This design comes from an exercise in tuning for small area on the open sky130 flow, not from production work.
The RTL was checked by simulation tests, not by an equivalence proof against the original design.
Power is estimated from default activity; no workload was simulated.

== JK ==
Design wwvb_core, start of the top module:
module wwvb_core (
    input  wire        clk,
    input  wire        rst,           
    input  wire [15:0] cmd,
    input  wire        cmd_valid,
    input  wire [39:0] cal_in,
    output reg  [7:0]  rdata,
    output wire [15:0] period_out,
    output wire [15:0] compare_out,
    output reg         cmd_done
);
Size in the first run: roughly 3900 cells after synthesis, roughly 570 flip-flops, ~100 I/O pins, about 0.033 mm² of cells after synthesis.
export LEC_CHECK = 0
export CAP_MARGIN = 20
export CORE_MARGIN = 2
export CORE_UTILIZATION = 60
export GPL_TIMING_DRIVEN = 1
export SLEW_MARGIN = 20
create_clock -name core_clock -period 40.0 [get_ports {clk}]
standard.sh (not shown) runs the stock make flow with config.mk's settings and CLKGATE_MAP_FILE= SYNTH_SCRIPT=/design/flow/synth_recipe.tcl, a recipe that flattens the netlist after the stock synthesis.
==> flow/flow/run.sh <==
#!/bin/bash
# Own flow: the standard layout (standard.sh) with three changes.
# 1. Synthesis: ABC maps the logic with Yosys's default liberty script instead of ORFS's
#    speed script. Everything before ABC, so every register, its name and its cell, is the
#    standard synthesis (synth_recipe.tcl, sourced unchanged).
# 2. CTS: no dummy loads; sink clusters of up to 12 flip-flops on clkbuf_8.
# 3. Port buffers are buf_1 (the smallest buffer).
# Each tool's output goes to flow.log here; ORFS's own logs stay under orfs/logs.
set -euo pipefail
W=$(pwd)
cat > "$W/own_synth.tcl" <<EOT
proc abc {args} {
  set i [lsearch \$args -script]
  if {\$i >= 0} { set args [lreplace \$args \$i [expr {\$i + 1}]] }
  set j [lsearch \$args -constr]
  if {\$j >= 0} { set args [lreplace \$args \$j [expr {\$j + 1}]] }
  yosys abc {*}\$args
}
source $W/synth_recipe.tcl
EOT
sed "s|SYNTH_SCRIPT=[^ ]*synth_recipe.tcl|SYNTH_SCRIPT=$W/own_synth.tcl|" standard.sh > own_standard.sh
grep -q "own_synth.tcl" own_standard.sh
CTS="-sink_clustering_enable -repair_clock_nets -dont_use_dummy_load -sink_clustering_size 12 -sink_clustering_max_diameter 60 -buf_list sky130_fd_sc_hd__clkbuf_8"
bash own_standard.sh "CTS_ARGS=$CTS" "BUFFER_PORTS_ARGS=-buffer_cell sky130_fd_sc_hd__buf_1" finish > "$W/flow.log" 2>&1
What MS does differently from JK at the input level:
diff --git a/flow/config.mk b/flow/config.mk
--- a/flow/config.mk
+++ b/flow/config.mk
@@ -10 +10 @@
-export CORE_UTILIZATION = 60
+export CORE_UTILIZATION = 65
[summary]
The total power of MS was inferior to that of JK. Of MS and JK, the run reporting the lower post-layout instance area was MS. MS reports a higher combinational group share of total power than JK does. Comparing MS against JK, there is no change at all in number of standard cells after synthesis. The worst hold margin reported for MS is smaller than that of JK by 0.0097 ns. Measured against MS, the total of clock buffers placed in the layout of JK comes out at 1.05 times the reference value. Against JK, MS comes in 10 higher on initial antenna violation count. Wire length of the first global-routing pass sits higher in MS than in JK. When the final numbers for MS and JK were put side by side, the wire length turned out to be smaller in JK. Changes observed in MS relative to JK: non-clock buffer count lost 5.6%, proportion of power drawn by the clock network saw a decrease.


wwvb_core, a different RTL version from the one above (not shown whole).
For scale: about 100 I/O pins, roughly 38,000 sq um of cells after synthesis.
Settings: LEC_CHECK=0, CAP_MARGIN=20, CORE_MARGIN=2, CORE_UTILIZATION=50, SLEW_MARGIN=20; clock period 40.0 ns.
run.sh (not shown) runs the stock make flow with config.mk's settings and CLKGATE_MAP_FILE= SYNTH_SCRIPT=/design/flow/synth_recipe.tcl, a recipe that flattens the netlist after the stock synthesis.
Stock flow here: none of the scripts above is used.
Rerun with:
==> flow/flow/run.sh (new file) <==
#!/bin/bash
# Own flow: the standard layout (standard.sh) with two changes.
# 1. Synthesis: ABC maps the logic with Yosys's default liberty script instead of ORFS's
#    speed script. Everything before ABC, so every register, its name and its cell, is the
#    standard synthesis (synth_recipe.tcl, sourced unchanged).
# 2. CTS: no dummy loads; sink clusters of up to 12 flip-flops on clkbuf_8.
# 3. Port buffers are buf_1; placement is not timing driven (40 ns leaves ample slack).
# Each tool's output goes to flow.log here; ORFS's own logs stay under orfs/logs.
set -euo pipefail
W=$(pwd)
cat > "$W/own_synth.tcl" <<EOT
proc abc {args} {
  set i [lsearch \$args -script]
  if {\$i >= 0} { set args [lreplace \$args \$i [expr {\$i + 1}]] }
  set j [lsearch \$args -constr]
  if {\$j >= 0} { set args [lreplace \$args \$j [expr {\$j + 1}]] }
  yosys abc {*}\$args
}
source $W/synth_recipe.tcl
EOT
sed "s|SYNTH_SCRIPT=[^ ]*synth_recipe.tcl|SYNTH_SCRIPT=$W/own_synth.tcl|" standard.sh > own_standard.sh
grep -q "own_synth.tcl" own_standard.sh
CTS="-sink_clustering_enable -repair_clock_nets -dont_use_dummy_load -sink_clustering_size 12 -sink_clustering_max_diameter 60 -buf_list sky130_fd_sc_hd__clkbuf_8"
bash own_standard.sh "CTS_ARGS=$CTS" "BUFFER_PORTS_ARGS=-buffer_cell sky130_fd_sc_hd__buf_1" finish > "$W/flow.log" 2>&1
==> flow/standard.sh (new file) <==
#!/bin/bash
# synth_recipe.tcl (not shown) runs the flow's synth.tcl, then flattens the netlist and writes it again
# the make line also repeats each setting of config.mk as NAME=value (left out here)
make -C /OpenROAD-flow-scripts/flow DESIGN_CONFIG=/design/flow/config.mk WORK_HOME=/design/flow/orfs CLKGATE_MAP_FILE= SYNTH_SCRIPT=/design/flow/synth_recipe.tcl "${@:-finish}"
--- a/flow/config.mk
+++ b/flow/config.mk
@@ -10,2 +10,3 @@
 export CORE_UTILIZATION = 50
+export GPL_TIMING_DRIVEN = 0
 export SLEW_MARGIN = 20
removed: flow/run.sh
Effect:
- cell count is lower by 5.5%
- power is higher by 30%
- count of clock-buffer cells in the layout is lower by 37
- routed wire length is lower by 11%
- global-route usage is lower by 1.4 points
- non-clock buffer count is lower by 31

-- port drivers added, routing unchanged --
The flow's constraints put no driver on any port. The routed layouts listed below were extracted and timed again, unchanged, in two steps. Step 1 sets driving cells, clkbuf_16 on the clock port and buf_2 on the other inputs (assumed; they add their load-dependent delay and slew). Step 2, shift: input delay + t, output delay - t, t = (earliest + latest rising clock arrival at the registers) / 2. This alone moves slack from input paths to output paths. Slacks: ideal / step 1 / step 2; pairs: ideal / step 1.
| run | t (ns) | slack for setup (ns) | pins driven straight from the clock port |
|---|---|---|---|
| JK | 0.776 | 24.953 / 24.953 / 24.953 | 1 |
| MS | 0.796 | 24.929 / 24.929 / 24.929 | 1 |
| the first run of note 2 | 0.700 | 24.155 / 24.082 / 24.781 | 1 |
| the second run of note 2 | 0.766 | 23.204 / 23.139 / 23.906 | 1 |
After both steps setup and hold are still met in every run listed.
